Background: an optimization exercise with open tools, aiming at small area, a short achievable clock period and few clock cycles. Do not read the settings as production practice.
Where RTL was checked, it was by simulation tests only, not by an equivalence proof against the original.
Power and IR drop assume default switching activity.

==> run a <==
Design ddp_core, start of the top module:
module ddp_core (
    input  wire         clk,
    input  wire         rst,           
    input  wire         cmd_valid,
    output wire         cmd_ready,
    input  wire [7:0]   cmd_op,
    input  wire [111:0] cmd_data,
    input  wire [15:0]  cmd_len,
    input  wire         cmd_txfail,    
    input  wire [63:0]  cmd_now_sec,   
    input  wire [29:0]  cmd_now_nanos,
    output reg          rsp_valid,
    output reg  [2:0]   rsp_status,
    output reg  [111:0] rsp_data,
    output reg  [15:0]  rsp_len,
    output reg          rsp_mism
);
export LEC_CHECK = 0
export CAP_MARGIN = 10
export CORE_MARGIN = 2
export CORE_UTILIZATION = 50
export CTS_BUF_LIST = sky130_fd_sc_hd__clkbuf_4 sky130_fd_sc_hd__clkbuf_8
export PLACE_DENSITY = 0.65
export SLEW_MARGIN = 10
create_clock -name core_clock -period 10.0 [get_ports {clk}]
standard.sh (not shown) runs the stock make flow with config.mk's settings and CLKGATE_MAP_FILE= SYNTH_SCRIPT=/design/flow/synth_recipe.tcl, a recipe that flattens the netlist after the stock synthesis.
==> flow/flow/run.sh <==
#!/bin/bash
# The standard layout, with a tighter setup target for timing repair
# (the constraints are unchanged) and the smallest buffer on the ports.
bash standard.sh SETUP_SLACK_MARGIN=6.6 "BUFFER_PORTS_ARGS=-buffer_cell sky130_fd_sc_hd__buf_1" finish > standard.log 2>&1
==> inputs of run b, as changes to run a <==
--- a/flow/design.v
+++ b/flow/design.v
@@ -6,54 +6,14 @@
 );
     localparam [30:0] NS_PER_SEC = 31'd1000000000;
     wire [30:0] rem_shift = {rem, bit_in};
     wire [31:0] rem_sub   = {1'b0, rem_shift} - {1'b0, NS_PER_SEC};
     assign fits     = !rem_sub[31];
     assign rem_next = fits ? rem_sub[29:0] : rem_shift[29:0];
 endmodule
-module ddp_add #(
-    parameter W = 16
-) (
-    input  wire [W-1:0] a,
-    input  wire [W-1:0] b,
-    input  wire         ci,
-    output wire [W-1:0] s,
-    output wire         co
-);
-    localparam L = $clog2(W + 1);
-    localparam N = W + 1;
-    wire [N-1:0] g0 = {a & b, ci};
-    wire [N-1:0] p0 = {a ^ b, 1'b0};
-    genvar k, i;
-    generate
-        for (k = 0; k < L; k = k + 1) begin : lvl
-            wire [N-1:0] gi, pi, go, po;
-            if (k == 0) begin : first
-                assign gi = g0;
-                assign pi = p0;
-            end else begin : next
-                assign gi = lvl[k-1].go;
-                assign pi = lvl[k-1].po;
-            end
-            for (i = 0; i < N; i = i + 1) begin : pos
-                if ((i >> k) & 1) begin : comb
-                    localparam integer J = ((i >> k) << k) - 1;
-                    assign go[i] = gi[i] | (pi[i] & gi[J]);
-                    assign po[i] = pi[i] & pi[J];
-                end else begin : pass
-                    assign go[i] = gi[i];
-                    assign po[i] = pi[i];
-                end
-            end
-        end
-    endgenerate
-    wire [N-1:0] c = lvl[L-1].go;
-    assign s  = (a ^ b) ^ c[W-1:0];
-    assign co = c[W];
-endmodule
 module ddp_hdr_codec (
     input  wire [108:0] ser_hdr,
     output wire [111:0] ser_bytes,    
     output wire [4:0]   ser_len,      
     input  wire [111:0] par_bytes,
     input  wire [15:0]  par_buflen,   
     output wire [108:0] par_hdr,      
@@ -191,57 +151,38 @@
         .par_hdr    (par_hdr),
         .par_len    (par_len),
         .par_bad    (par_bad)
     );
     wire        pkt_t        = s1_data[108];
     wire [15:0] pkt_declared = par_hdr[47:32];
     wire        pkt_mism     = pkt_t ? s1_mism14 : s1_mism10;
-    wire [15:0] pkt_avail;        
-    wire        pkt_avail_co;
-    ddp_add #(.W(16)) u_avail (.a(s1_len), .b(pkt_t ? ~16'd14 : ~16'd10), .ci(1'b1),
-                               .s(pkt_avail), .co(pkt_avail_co));
-    wire [15:0] wr_len;           
-    wire        wr_len_co;
-    ddp_add #(.W(16)) u_wrlen (.a(s1_len), .b(hdr_flags[4] ? 16'd14 : 16'd10), .ci(1'b0),
-                               .s(wr_len), .co(wr_len_co));
     wire [15:0] pkt_paylen   = !pkt_mism ? pkt_declared :
-                               pkt_avail;
+                               pkt_t ? s1_len - 16'd14 : s1_len - 16'd10;
     wire [63:0] tc_dvd   = rsp_data[63:0];
     wire [29:0] tc_rem   = rsp_data[93:64];
     wire [6:0]  tc_cnt   = rsp_data[100:94];
     wire [15:0] tc_base  = rsp_len;
-    wire [38:0] dly_lo;
-    ddp_add #(.W(38)) u_dlylo (.a(s1_data[37:0]), .b({8'd0, s1_now_nanos}), .ci(1'b0),
-                               .s(dly_lo[37:0]), .co(dly_lo[38]));
-    wire [25:0] dly_hi1;                                   
-    wire        dly_hi1_co;
-    ddp_add #(.W(26)) u_dlyhi (.a(s1_data[63:38]), .b(26'd0), .ci(1'b1),
-                               .s(dly_hi1), .co(dly_hi1_co));
+    wire [38:0] dly_lo   = {1'b0, s1_data[37:0]} + {9'd0, s1_now_nanos};
+    wire [25:0] dly_hi1  = s1_data[63:38] + 26'd1;       
     wire [25:0] dly_hi   = dly_lo[38] ? dly_hi1 : s1_data[63:38];
     wire        dly_neg  = s1_data[63] && !(dly_lo[38] && s1_data[62:38] == 25'h1FFFFFF);
     wire        dly_fast = (s1_data[63:38] == 26'd0) && (s1_data[37:30] != 8'hFF);
     wire        tc_bit = (tc_cnt > 7'd16) && tc_dvd[63];
     wire        tc_last = (tc_cnt == 7'd1);
     wire [29:0] tc_rem_next;
     wire        tc_fits;
     ddp_divider u_div (
         .rem      (tc_rem),
         .bit_in   (tc_bit),
         .rem_next (tc_rem_next),
         .fits     (tc_fits)
     );
-    wire [15:0] tc_sec_init;
-    wire        tc_sec_init_co;
-    ddp_add #(.W(16)) u_secin (.a(s1_op[0] ? s1_now_sec : s1_data[15:0]), .b(EPOCH_LO), .ci(1'b0),
-                               .s(tc_sec_init), .co(tc_sec_init_co));
+    wire [15:0] tc_sec_init = (s1_op[0] ? s1_now_sec : s1_data[15:0]) + EPOCH_LO;
     wire        tc_addq = (tc_cnt == 7'd2);
-    wire [15:0] tc_sec;
-    wire        tc_sec_co;
-    ddp_add #(.W(16)) u_sec (.a(tc_base), .b(tc_carry ? tc_dvd[29:14] : 16'd0), .ci(1'b0),
-                             .s(tc_sec), .co(tc_sec_co));
+    wire [15:0] tc_sec  = tc_base + (tc_carry ? tc_dvd[29:14] : 16'd0);
     always @(posedge clk) begin
         rsp_status <= ST_OK;
         rsp_data   <= 112'd0;
         rsp_len    <= 16'd0;
         rsp_mism   <= 1'b0;
         if (tc_busy) begin
             if (tc_last) begin
@@ -285,15 +226,15 @@
                 if (s1_gt_max) begin
                     rsp_status     <= ST_TOO_LARGE;
                     rsp_data[15:0] <= s1_len;
                 end else if (s1_fail) begin
                     rsp_status <= ST_TRANSPORT;
                 end else begin
                     rsp_data <= ser_bytes;
-                    rsp_len  <= wr_len;
+                    rsp_len  <= hdr_flags[4] ? s1_len + 16'd14 : s1_len + 16'd10;
                 end
             end
             OP_TC_INSTANT: begin
                 rsp_data[100:94] <= 7'd17;
                 rsp_data[93:64]  <= {1'b0, s1_data[93:65]};
                 rsp_data[63]     <= s1_data[64];
                 rsp_len          <= tc_sec_init;
==> flow/flow/run.sh (replaced) <==
#!/bin/bash
# The standard layout, with a tighter setup target for timing repair
# (the constraints are unchanged) and the smallest buffer on the ports.
bash standard.sh SETUP_SLACK_MARGIN=6.8 "BUFFER_PORTS_ARGS=-buffer_cell sky130_fd_sc_hd__buf_1" finish > standard.log 2>&1
==> flow/config.mk (replaced) <==
export PLATFORM = sky130hd
export DESIGN_NAME = ddp_core
export DESIGN_NICKNAME = ddp_core
export VERILOG_FILES = /design/flow/design.v
export SDC_FILE = /design/flow/constraint.sdc
export NUM_CORES = 4
export LEC_CHECK = 0
export CAP_MARGIN = 20
export CORE_MARGIN = 2
export CORE_UTILIZATION = 40
export PLACE_DENSITY = 0.6
export SLEW_MARGIN = 20
==> run notes <==
	run b	run a
Result of the run	complete, no violations	complete, no violations
Fraction of power consumed by sequential logic	0.439	0.453
Delay of the slowest cell on the worst path	1020 ps	710 ps
Relative slew slack	0.230	0.283
Multi-input gate share of the layout cell area	0.500	0.495
Hold Path End	hdr_tc[31]	rsp_data[71]
Finished Core Util	0.505	0.593
Register-to-register setup slack	6580 ps	6570 ps
Post-cts gate resize count	107	45
Commonest non-fill, non-tap cell in the layout	buf_1	dfxtp_1
Inverter count	78	80
Final #Nets	2968	2876
Leakage dissipation	9.04 nW	8.64 nW
Area fraction of the dominant cell type after synthesis	0.354	0.359
Fraction of power consumed by the clock network	0.427	0.442
Hold Path Origin	hdr_tc[31]	rsp_data[70]
Comb group	489 µW	374 µW
Signal buffers share of area	0.0874	0.0686
Tap cell instance count	664	518
CTS root buf	clkbuf_16	clkbuf_8
End of the worst register-to-register path	rsp_len[13]	hdr_offset[21]
Worst hold slack	449 ps	448 ps
Multi-input logic area	0.0124 mm²	0.0113 mm²
Testbench counts of run b, summed over its fixed seeds: cycles 10,492.
No functional check of the RTL was part of run a.

* * *

==> delta: inputs <==
==> flow/design.v <==
module ddp_divider (
    input  wire [29:0] rem,
    input  wire        bit_in,
    output wire [29:0] rem_next,
    output wire        fits
);
    localparam [30:0] NS_PER_SEC = 31'd1000000000;
    wire [30:0] rem_shift = {rem, bit_in};
    wire [31:0] rem_sub   = {1'b0, rem_shift} - {1'b0, NS_PER_SEC};
    assign fits     = !rem_sub[31];
    assign rem_next = fits ? rem_sub[29:0] : rem_shift[29:0];
endmodule
module ddp_hdr_codec (
    input  wire [108:0] ser_hdr,
    output wire [111:0] ser_bytes,    
    output wire [4:0]   ser_len,      
    input  wire [111:0] par_bytes,
    input  wire [15:0]  par_buflen,   
    output wire [108:0] par_hdr,      
    output wire [4:0]   par_len,      
    output wire         par_bad       
);
    wire       s_t      = ser_hdr[108];
    wire [7:0] s_flags  = {3'b010, ser_hdr[108:104]};
    assign ser_bytes = {s_flags, ser_hdr[103:32], s_t ? ser_hdr[31:0] : 32'd0};
    assign ser_len   = s_t ? 5'd14 : 5'd10;
    wire p_t = par_bytes[108];           
    assign par_len = p_t ? 5'd14 : 5'd10;
    assign par_bad = (par_buflen < 16'd10) || (p_t && par_buflen < 16'd14);
    assign par_hdr = {par_bytes[108:104],         
                      par_bytes[103:96],          
                      par_bytes[95:88],           
                      par_bytes[87:80],           
                      par_bytes[79:48],           
                      par_bytes[47:32],           
                      p_t ? par_bytes[31:0] : 32'd0};
endmodule
module ddp_core (
    input  wire         clk,
    input  wire         rst,           
    input  wire         cmd_valid,
    output wire         cmd_ready,
    input  wire [7:0]   cmd_op,
    input  wire [111:0] cmd_data,
    input  wire [15:0]  cmd_len,
    input  wire         cmd_txfail,    
    input  wire [63:0]  cmd_now_sec,   
    input  wire [29:0]  cmd_now_nanos,
    output reg          rsp_valid,
    output reg  [2:0]   rsp_status,
    output reg  [111:0] rsp_data,
    output reg  [15:0]  rsp_len,
    output reg          rsp_mism
);
    localparam [7:0] OP_FLAGS_ENC = 8'h10, OP_FLAGS_DEC = 8'h11,
                     OP_PF_ENC    = 8'h12, OP_PF_DEC    = 8'h13,
                     OP_HDR_SER   = 8'h14, OP_HDR_PARSE = 8'h15,
                     OP_PKT_PARSE = 8'h16,
                     OP_TX_CONFIG = 8'h20, OP_TX_SETDEST = 8'h21,
                     OP_TX_SETOFF = 8'h22, OP_TX_TCON    = 8'h23,
                     OP_TX_TCOFF  = 8'h24, OP_TX_WRITE   = 8'h25,
                     OP_TX_WRITEAT = 8'h26,
                     OP_TC_INSTANT = 8'h40, OP_TC_DELAY  = 8'h41;
    localparam [2:0] ST_OK = 3'd0, ST_MALFORMED = 3'd1, ST_TOO_LARGE = 3'd2,
                     ST_RESERVED = 3'd3, ST_TRANSPORT = 3'd4, ST_ILLEGAL = 3'd5;
    localparam [15:0] MAX_PAYLOAD   = 16'd1440;
    localparam [15:0] EPOCH_LO      = 16'h7E80;    
    reg [4:0]  hdr_flags;     
    reg [7:0]  hdr_seq;
    reg [7:0]  hdr_pf;
    reg [7:0]  hdr_dest;
    reg [31:0] hdr_offset;
    reg [15:0] hdr_length;
    reg [31:0] hdr_tc;
    reg        tc_busy;        
    assign cmd_ready = !tc_busy;
    wire accept = cmd_valid && cmd_ready;
    wire [7:0] seq_next = (hdr_seq == 8'd0)  ? 8'd0 :
                          (hdr_seq <= 8'd15) ? hdr_seq + 8'd1 : 8'd1;
    wire [31:0] wr_offset = (cmd_op == OP_TX_WRITEAT) ? cmd_data[31:0] : hdr_offset;
    wire [108:0] wr_hdr = {hdr_flags, seq_next, hdr_pf, hdr_dest,
                           wr_offset, cmd_len, hdr_tc};
    wire [108:0] ser_in = (cmd_op == OP_HDR_SER) ? cmd_data[108:0] : wr_hdr;
    wire [111:0] ser_bytes;
    wire [4:0]   ser_len;
    wire [108:0] par_hdr;
    wire [4:0]   par_len;
    wire         par_bad;
    ddp_hdr_codec u_codec (
        .ser_hdr    (ser_in),
        .ser_bytes  (ser_bytes),
        .ser_len    (ser_len),
        .par_bytes  (cmd_data),
        .par_buflen (cmd_len),
        .par_hdr    (par_hdr),
        .par_len    (par_len),
        .par_bad    (par_bad)
    );
    wire [15:0] pkt_avail    = cmd_len - {11'd0, par_len};
    wire [15:0] pkt_declared = par_hdr[47:32];
    wire        pkt_mism     = pkt_avail < pkt_declared;
    wire [15:0] pkt_paylen   = pkt_mism ? pkt_avail : pkt_declared;
    wire [63:0] tc_dvd   = rsp_data[63:0];
    wire [29:0] tc_rem   = rsp_data[93:64];
    wire [6:0]  tc_cnt   = rsp_data[100:94];
    wire        tc_carry = rsp_data[101];
    wire [15:0] tc_base  = rsp_len;
    wire [38:0] dly_lo   = {1'b0, cmd_data[37:0]} + {9'd0, cmd_now_nanos};
    wire [25:0] dly_hi   = cmd_data[63:38] + {25'd0, dly_lo[38]};
    wire        dly_neg  = cmd_data[63] && !(dly_lo[38] && cmd_data[62:38] == 25'h1FFFFFF);
    wire        dly_fast = (cmd_data[63:38] == 26'd0) && (cmd_data[37:30] != 8'hFF);
    wire        tc_bit = (tc_cnt > 7'd16) && tc_dvd[63];
    wire        tc_last = (tc_cnt == 7'd1);
    wire [29:0] tc_rem_next;
    wire        tc_fits;
    ddp_divider u_div (
        .rem      (tc_rem),
        .bit_in   (tc_bit),
        .rem_next (tc_rem_next),
        .fits     (tc_fits)
    );
    wire [15:0] tc_sec = tc_base + EPOCH_LO + (tc_carry ? tc_dvd[30:15] : 16'd0);
    always @(posedge clk) begin
        rsp_status <= ST_OK;
        rsp_data   <= 112'd0;
        rsp_len    <= 16'd0;
        rsp_mism   <= 1'b0;
        if (tc_busy) begin
            if (tc_last) begin
                rsp_data[31:0] <= {tc_sec, tc_dvd[14:0], tc_fits};
            end else begin
                rsp_data[63:0]   <= {tc_dvd[62:0], tc_fits};
                rsp_data[93:64]  <= tc_rem_next;
                rsp_data[100:94] <= tc_cnt - 7'd1;
                rsp_data[101]    <= tc_carry;
                rsp_len          <= tc_base;
            end
        end else begin
            case (cmd_op)
            OP_FLAGS_ENC: rsp_data[7:0] <= {3'b010, cmd_data[4:0]};
            OP_FLAGS_DEC: rsp_data[4:0] <= cmd_data[4:0];
            OP_PF_ENC:    rsp_data[7:0] <= cmd_data[7:0];
            OP_PF_DEC:    rsp_data[7:0] <= cmd_data[7:0];
            OP_HDR_SER: begin
                rsp_data <= ser_bytes;
                rsp_len  <= {11'd0, ser_len};
            end
            OP_HDR_PARSE, OP_PKT_PARSE: begin
                if (par_bad) begin
                    rsp_status     <= ST_MALFORMED;
                    rsp_data[15:0] <= cmd_len;
                end else begin
                    rsp_data[108:0] <= par_hdr;
                    if (cmd_op == OP_HDR_PARSE) begin
                        rsp_len <= {11'd0, par_len};
                    end else begin
                        rsp_len  <= pkt_paylen;
                        rsp_mism <= pkt_mism;
                    end
                end
            end
            OP_TX_CONFIG, OP_TX_SETOFF, OP_TX_TCON, OP_TX_TCOFF: ;
            OP_TX_SETDEST: begin
                if (cmd_data[7:0] == 8'd0)
                    rsp_status <= ST_RESERVED;
            end
            OP_TX_WRITE, OP_TX_WRITEAT: begin
                if (cmd_len > MAX_PAYLOAD) begin
                    rsp_status     <= ST_TOO_LARGE;
                    rsp_data[15:0] <= cmd_len;
                end else if (cmd_txfail) begin
                    rsp_status <= ST_TRANSPORT;
                end else begin
                    rsp_data <= ser_bytes;
                    rsp_len  <= cmd_len + {11'd0, ser_len};
                end
            end
            OP_TC_INSTANT: begin
                rsp_data[100:94] <= 7'd17;
                rsp_data[101]    <= 1'b0;
                rsp_data[93:64]  <= {1'b0, cmd_data[93:65]};
                rsp_data[63]     <= cmd_data[64];
                rsp_len          <= cmd_data[15:0];
            end
            OP_TC_DELAY: begin
                rsp_data[101] <= 1'b1;
                rsp_len       <= cmd_now_sec[15:0];
                if (dly_fast) begin
                    rsp_data[100:94] <= 7'd25;
                    rsp_data[93:64]  <= {1'b0, dly_lo[37:9]};
                    rsp_data[63:55]  <= dly_lo[8:0];
                end else begin
                    rsp_data[100:94] <= 7'd80;
                    rsp_data[93:64]  <= dly_neg ? 30'd999999999 : 30'd0;
                    rsp_data[63:0]   <= {dly_hi, dly_lo[37:0]};
                end
            end
            default: begin
                rsp_status    <= ST_ILLEGAL;
                rsp_data[7:0] <= cmd_op;
            end
            endcase
        end
        if (rst) begin
            hdr_flags    <= 5'b00001;      
            hdr_seq      <= 8'd1;
            hdr_pf       <= 8'h0D;         
            hdr_dest     <= 8'd1;
            hdr_offset   <= 32'd0;
            hdr_length   <= 16'd0;
            hdr_tc       <= 32'd0;
            tc_busy      <= 1'b0;
            rsp_valid    <= 1'b0;
        end else begin
            rsp_valid <= accept && cmd_op != OP_TC_INSTANT && cmd_op != OP_TC_DELAY
                      || tc_busy && tc_last;
            if (tc_busy && tc_last)
                tc_busy <= 1'b0;
            if (accept) begin
                case (cmd_op)
                OP_TX_CONFIG: begin
                    hdr_flags  <= cmd_data[108:104];
                    hdr_seq    <= cmd_data[103:96];
                    hdr_pf     <= cmd_data[95:88];
                    hdr_dest   <= cmd_data[87:80];
                    hdr_offset <= cmd_data[79:48];
                    hdr_length <= cmd_data[47:32];
                    hdr_tc     <= cmd_data[31:0];
                end
                OP_TX_SETDEST: begin
                    if (cmd_data[7:0] != 8'd0)
                        hdr_dest <= cmd_data[7:0];
                end
                OP_TX_SETOFF: hdr_offset <= cmd_data[31:0];
                OP_TX_TCON: begin
                    hdr_flags[4] <= 1'b1;
                    hdr_tc       <= cmd_data[31:0];
                end
                OP_TX_TCOFF: begin
                    hdr_flags[4] <= 1'b0;
                    hdr_tc       <= 32'd0;
                end
                OP_TX_WRITE, OP_TX_WRITEAT: begin
                    if (cmd_op == OP_TX_WRITEAT)
                        hdr_offset <= cmd_data[31:0];
                    if (cmd_len <= MAX_PAYLOAD) begin
                        hdr_seq    <= seq_next;
                        hdr_length <= cmd_len;
                    end
                end
                OP_TC_INSTANT, OP_TC_DELAY: tc_busy <= 1'b1;
                default: ;
                endcase
            end
        end
    end
endmodule
==> flow/run.sh <==
#!/bin/bash
# synth_recipe.tcl (not shown) runs the flow's synth.tcl, then flattens the netlist and writes it again
# the make line also repeats each setting of config.mk as NAME=value (left out here)
make -C /OpenROAD-flow-scripts/flow DESIGN_CONFIG=/design/flow/config.mk WORK_HOME=/design/flow/orfs CLKGATE_MAP_FILE= SYNTH_SCRIPT=/design/flow/synth_recipe.tcl finish
==> flow/config.mk <==
export PLATFORM = sky130hd
export DESIGN_NAME = ddp_core
export DESIGN_NICKNAME = ddp_core
export VERILOG_FILES = /design/flow/design.v
export SDC_FILE = /design/flow/constraint.sdc
export NUM_CORES = 4
export LEC_CHECK = 0
export CAP_MARGIN = 20
export CORE_MARGIN = 2
export CORE_UTILIZATION = 40
export PLACE_DENSITY = 0.6
export SETUP_SLACK_MARGIN = 5
export SLEW_MARGIN = 20
==> flow/constraint.sdc <==
create_clock -name core_clock -period 10.0 [get_ports {clk}]
set_input_delay 2.0000 -clock core_clock [delete_from_list [all_inputs] [get_ports {clk}]]
set_output_delay 2.0000 -clock core_clock [all_outputs]
set_load 0.01 [all_outputs]
==> inputs of ember, as changes to delta <==
Settings changed: SETUP_SLACK_MARGIN 5 to default.
==> inputs of indigo, as changes to delta <==
--- a/flow/design.v
+++ b/flow/design.v
@@ -75,10 +75,31 @@
     reg        tc_busy;        
-    assign cmd_ready = !tc_busy;
-    wire accept = cmd_valid && cmd_ready;
+    reg        rdy;            
+    assign cmd_ready = rdy;
+    wire accept = cmd_valid && rdy;
+    reg         s1_valid;
+    reg [7:0]   s1_op;
+    reg [108:0] s1_data;
+    reg [15:0]  s1_len;
+    reg         s1_fail;
+    reg [15:0]  s1_now_sec;
+    reg [29:0]  s1_now_nanos;
+    always @(posedge clk) begin
+        s1_op        <= cmd_op;
+        s1_data      <= cmd_data[108:0];
+        s1_len       <= cmd_len;
+        s1_fail      <= cmd_txfail;
+        s1_now_sec   <= cmd_now_sec[15:0];
+        s1_now_nanos <= cmd_now_nanos;
+        if (rst)
+            s1_valid <= 1'b0;
+        else
+            s1_valid <= accept;
+    end
+    wire op_tc = (s1_op == OP_TC_INSTANT) || (s1_op == OP_TC_DELAY);
     wire [7:0] seq_next = (hdr_seq == 8'd0)  ? 8'd0 :
                           (hdr_seq <= 8'd15) ? hdr_seq + 8'd1 : 8'd1;
-    wire [31:0] wr_offset = (cmd_op == OP_TX_WRITEAT) ? cmd_data[31:0] : hdr_offset;
+    wire [31:0] wr_offset = (s1_op == OP_TX_WRITEAT) ? s1_data[31:0] : hdr_offset;
     wire [108:0] wr_hdr = {hdr_flags, seq_next, hdr_pf, hdr_dest,
-                           wr_offset, cmd_len, hdr_tc};
-    wire [108:0] ser_in = (cmd_op == OP_HDR_SER) ? cmd_data[108:0] : wr_hdr;
+                           wr_offset, s1_len, hdr_tc};
+    wire [108:0] ser_in = (s1_op == OP_HDR_SER) ? s1_data[108:0] : wr_hdr;
     wire [111:0] ser_bytes;
@@ -92,4 +113,4 @@
         .ser_len    (ser_len),
-        .par_bytes  (cmd_data),
-        .par_buflen (cmd_len),
+        .par_bytes  ({3'd0, s1_data}),
+        .par_buflen (s1_len),
         .par_hdr    (par_hdr),
@@ -98,3 +119,3 @@
     );
-    wire [15:0] pkt_avail    = cmd_len - {11'd0, par_len};
+    wire [15:0] pkt_avail    = s1_len - {11'd0, par_len};
     wire [15:0] pkt_declared = par_hdr[47:32];
@@ -107,6 +128,6 @@
     wire [15:0] tc_base  = rsp_len;
-    wire [38:0] dly_lo   = {1'b0, cmd_data[37:0]} + {9'd0, cmd_now_nanos};
-    wire [25:0] dly_hi   = cmd_data[63:38] + {25'd0, dly_lo[38]};
-    wire        dly_neg  = cmd_data[63] && !(dly_lo[38] && cmd_data[62:38] == 25'h1FFFFFF);
-    wire        dly_fast = (cmd_data[63:38] == 26'd0) && (cmd_data[37:30] != 8'hFF);
+    wire [38:0] dly_lo   = {1'b0, s1_data[37:0]} + {9'd0, s1_now_nanos};
+    wire [25:0] dly_hi   = s1_data[63:38] + {25'd0, dly_lo[38]};
+    wire        dly_neg  = s1_data[63] && !(dly_lo[38] && s1_data[62:38] == 25'h1FFFFFF);
+    wire        dly_fast = (s1_data[63:38] == 26'd0) && (s1_data[37:30] != 8'hFF);
     wire        tc_bit = (tc_cnt > 7'd16) && tc_dvd[63];
@@ -138,7 +159,7 @@
         end else begin
-            case (cmd_op)
-            OP_FLAGS_ENC: rsp_data[7:0] <= {3'b010, cmd_data[4:0]};
-            OP_FLAGS_DEC: rsp_data[4:0] <= cmd_data[4:0];
-            OP_PF_ENC:    rsp_data[7:0] <= cmd_data[7:0];
-            OP_PF_DEC:    rsp_data[7:0] <= cmd_data[7:0];
+            case (s1_op)
+            OP_FLAGS_ENC: rsp_data[7:0] <= {3'b010, s1_data[4:0]};
+            OP_FLAGS_DEC: rsp_data[4:0] <= s1_data[4:0];
+            OP_PF_ENC:    rsp_data[7:0] <= s1_data[7:0];
+            OP_PF_DEC:    rsp_data[7:0] <= s1_data[7:0];
             OP_HDR_SER: begin
@@ -150,6 +171,6 @@
                     rsp_status     <= ST_MALFORMED;
-                    rsp_data[15:0] <= cmd_len;
+                    rsp_data[15:0] <= s1_len;
                 end else begin
                     rsp_data[108:0] <= par_hdr;
-                    if (cmd_op == OP_HDR_PARSE) begin
+                    if (s1_op == OP_HDR_PARSE) begin
                         rsp_len <= {11'd0, par_len};
@@ -163,3 +184,3 @@
             OP_TX_SETDEST: begin
-                if (cmd_data[7:0] == 8'd0)
+                if (s1_data[7:0] == 8'd0)
                     rsp_status <= ST_RESERVED;
@@ -167,6 +188,6 @@
             OP_TX_WRITE, OP_TX_WRITEAT: begin
-                if (cmd_len > MAX_PAYLOAD) begin
+                if (s1_len > MAX_PAYLOAD) begin
                     rsp_status     <= ST_TOO_LARGE;
-                    rsp_data[15:0] <= cmd_len;
-                end else if (cmd_txfail) begin
+                    rsp_data[15:0] <= s1_len;
+                end else if (s1_fail) begin
                     rsp_status <= ST_TRANSPORT;
@@ -174,3 +195,3 @@
                     rsp_data <= ser_bytes;
-                    rsp_len  <= cmd_len + {11'd0, ser_len};
+                    rsp_len  <= s1_len + {11'd0, ser_len};
                 end
@@ -180,5 +201,5 @@
                 rsp_data[101]    <= 1'b0;
-                rsp_data[93:64]  <= {1'b0, cmd_data[93:65]};
-                rsp_data[63]     <= cmd_data[64];
-                rsp_len          <= cmd_data[15:0];
+                rsp_data[93:64]  <= {1'b0, s1_data[93:65]};
+                rsp_data[63]     <= s1_data[64];
+                rsp_len          <= s1_data[15:0];
             end
@@ -186,3 +207,3 @@
                 rsp_data[101] <= 1'b1;
-                rsp_len       <= cmd_now_sec[15:0];
+                rsp_len       <= s1_now_sec;
                 if (dly_fast) begin
@@ -199,3 +220,3 @@
                 rsp_status    <= ST_ILLEGAL;
-                rsp_data[7:0] <= cmd_op;
+                rsp_data[7:0] <= s1_op;
             end
@@ -212,27 +233,31 @@
             tc_busy      <= 1'b0;
+            rdy          <= 1'b1;
             rsp_valid    <= 1'b0;
         end else begin
-            rsp_valid <= accept && cmd_op != OP_TC_INSTANT && cmd_op != OP_TC_DELAY
-                      || tc_busy && tc_last;
+            rsp_valid <= s1_valid && !op_tc || tc_busy && tc_last;
             if (tc_busy && tc_last)
                 tc_busy <= 1'b0;
-            if (accept) begin
-                case (cmd_op)
+            if (accept && (cmd_op == OP_TC_INSTANT || cmd_op == OP_TC_DELAY))
+                rdy <= 1'b0;
+            else if (tc_busy && tc_cnt == 7'd2)
+                rdy <= 1'b1;
+            if (s1_valid) begin
+                case (s1_op)
                 OP_TX_CONFIG: begin
-                    hdr_flags  <= cmd_data[108:104];
-                    hdr_seq    <= cmd_data[103:96];
-                    hdr_pf     <= cmd_data[95:88];
-                    hdr_dest   <= cmd_data[87:80];
-                    hdr_offset <= cmd_data[79:48];
-                    hdr_length <= cmd_data[47:32];
-                    hdr_tc     <= cmd_data[31:0];
+                    hdr_flags  <= s1_data[108:104];
+                    hdr_seq    <= s1_data[103:96];
+                    hdr_pf     <= s1_data[95:88];
+                    hdr_dest   <= s1_data[87:80];
+                    hdr_offset <= s1_data[79:48];
+                    hdr_length <= s1_data[47:32];
+                    hdr_tc     <= s1_data[31:0];
                 end
                 OP_TX_SETDEST: begin
-                    if (cmd_data[7:0] != 8'd0)
-                        hdr_dest <= cmd_data[7:0];
-                end
-                OP_TX_SETOFF: hdr_offset <= cmd_data[31:0];
+                    if (s1_data[7:0] != 8'd0)
+                        hdr_dest <= s1_data[7:0];
+                end
+                OP_TX_SETOFF: hdr_offset <= s1_data[31:0];
                 OP_TX_TCON: begin
                     hdr_flags[4] <= 1'b1;
-                    hdr_tc       <= cmd_data[31:0];
+                    hdr_tc       <= s1_data[31:0];
                 end
@@ -243,7 +268,7 @@
                 OP_TX_WRITE, OP_TX_WRITEAT: begin
-                    if (cmd_op == OP_TX_WRITEAT)
-                        hdr_offset <= cmd_data[31:0];
-                    if (cmd_len <= MAX_PAYLOAD) begin
+                    if (s1_op == OP_TX_WRITEAT)
+                        hdr_offset <= s1_data[31:0];
+                    if (s1_len <= MAX_PAYLOAD) begin
                         hdr_seq    <= seq_next;
-                        hdr_length <= cmd_len;
+                        hdr_length <= s1_len;
                     end
==> qor summary <==
|  | indigo | ember | delta |
|---|---|---|---|
| CP Data Required Time | 10.41 ns | 10.47 ns | 10.26 ns |
| Detailed-routed wire length on met3 | 7380 um | 8320 um | 7560 um |
| Count of cells along the worst register-to-register path | 15 | 13 | 13 |
| Total Routing Usage GR | 32.6% | 35.6% | 36.3% |
| Total power divided by cell area | 157 nW/um^2 | 120 nW/um^2 | 115 nW/um^2 |
| Final Power | 4010 uW | 2440 uW | 2500 uW |
| Area of the placeable core | 49800 um^2 | 39500 um^2 | 39500 um^2 |
| Crit path to | rsp_len[2]$_SDFFCE_PP0P_ | rsp_data[60]$_DFF_P_ | rsp_len[3]$_SDFFCE_PP0P_ |
| Final critical-path setup slack | 5.29 ns | 2.71 ns | 5.01 ns |
| Shortest clock period the worst path allows after layout | 4.71 ns | 7.29 ns | 4.99 ns |
| Sequential area share after synthesis | 41.5% | 29.4% | 29.4% |
| Multi-input combinational gate total | 1692 | 1633 | 1634 |
| Initial Util | 40.3% | 40.3% | 40.3% |
| Count of cell types in the netlist | 87 | 84 | 84 |
| Post-Route M1 WL | 37200 um | 32000 um | 34300 um |
| Cell count along the critical path | 15 | 20 | 14 |
| Switching fraction of total power | 25.5% | 28.7% | 29.1% |
| Clk tree area frac | 6.60% | 4.83% | 4.67% |
| Die boundary height | 228 um | 203 um | 203 um |
| Number of non-clock buffers | 357 | 341 | 408 |
| Worst slack after detailed placement | 4.51 ns | 2.31 ns | 2.93 ns |
| Xor/xnor cell area share of the yosys netlist | 3.85% | 5.23% | 5.23% |
| Run status | finished clean | finished clean | finished clean |
| Fraction of synthesized area in multiplexers | 3.37% | 3.70% | 3.70% |
| Vias/cell | 6.11 | 6.27 | 6.23 |
| Power consumed by the clock network | 1880 uW | 1110 uW | 1130 uW |
Testbench counts of delta, summed over its fixed seeds: cycles 10,484.
Testbench counts of ember, summed over its fixed seeds: cycles 10,484.
The RTL of indigo was laid out without a check of its function.

[static timing again, ports no longer ideal]
Ports are ideal in the flow. The routed layouts listed here were re-timed in OpenROAD. Step 1 assumes that a clkbuf_16 drives the clock port and a buf_2 every other input. Step 2 also shifts input and output timing later by t, the mid clock arrival at the registers, as if the neighbouring blocks saw the same clock. Three values: ideal, step 1, step 2; two values: the first two.
run | t, ns | setup WS [ns] | hold WS [ns] | worst data-port slew with drivers (ns)
run a | 0.713 | 6.567 / 6.567 / 6.172 | 0.448 / 0.448 / 0.448 | 0.05
run b | 0.627 | 6.580 / 6.580 / 6.244 | 0.449 / 0.449 / 0.449 | 0.05
delta | 0.640 | 5.015 / 5.014 / 4.374 | 0.452 / 0.452 / 0.452 | 0.08
ember | 0.625 | 2.714 / 2.744 / 2.119 | 0.450 / 0.450 / 0.450 | 0.10
indigo | 0.659 | 5.285 / 5.285 / 5.285 | 0.454 / 0.454 / 0.454 | 0.05
After both steps every run listed still meets setup and hold. The setup slack of delta, which loses most, moves by -0.001 ns with the drivers and by -0.641 ns with both steps.
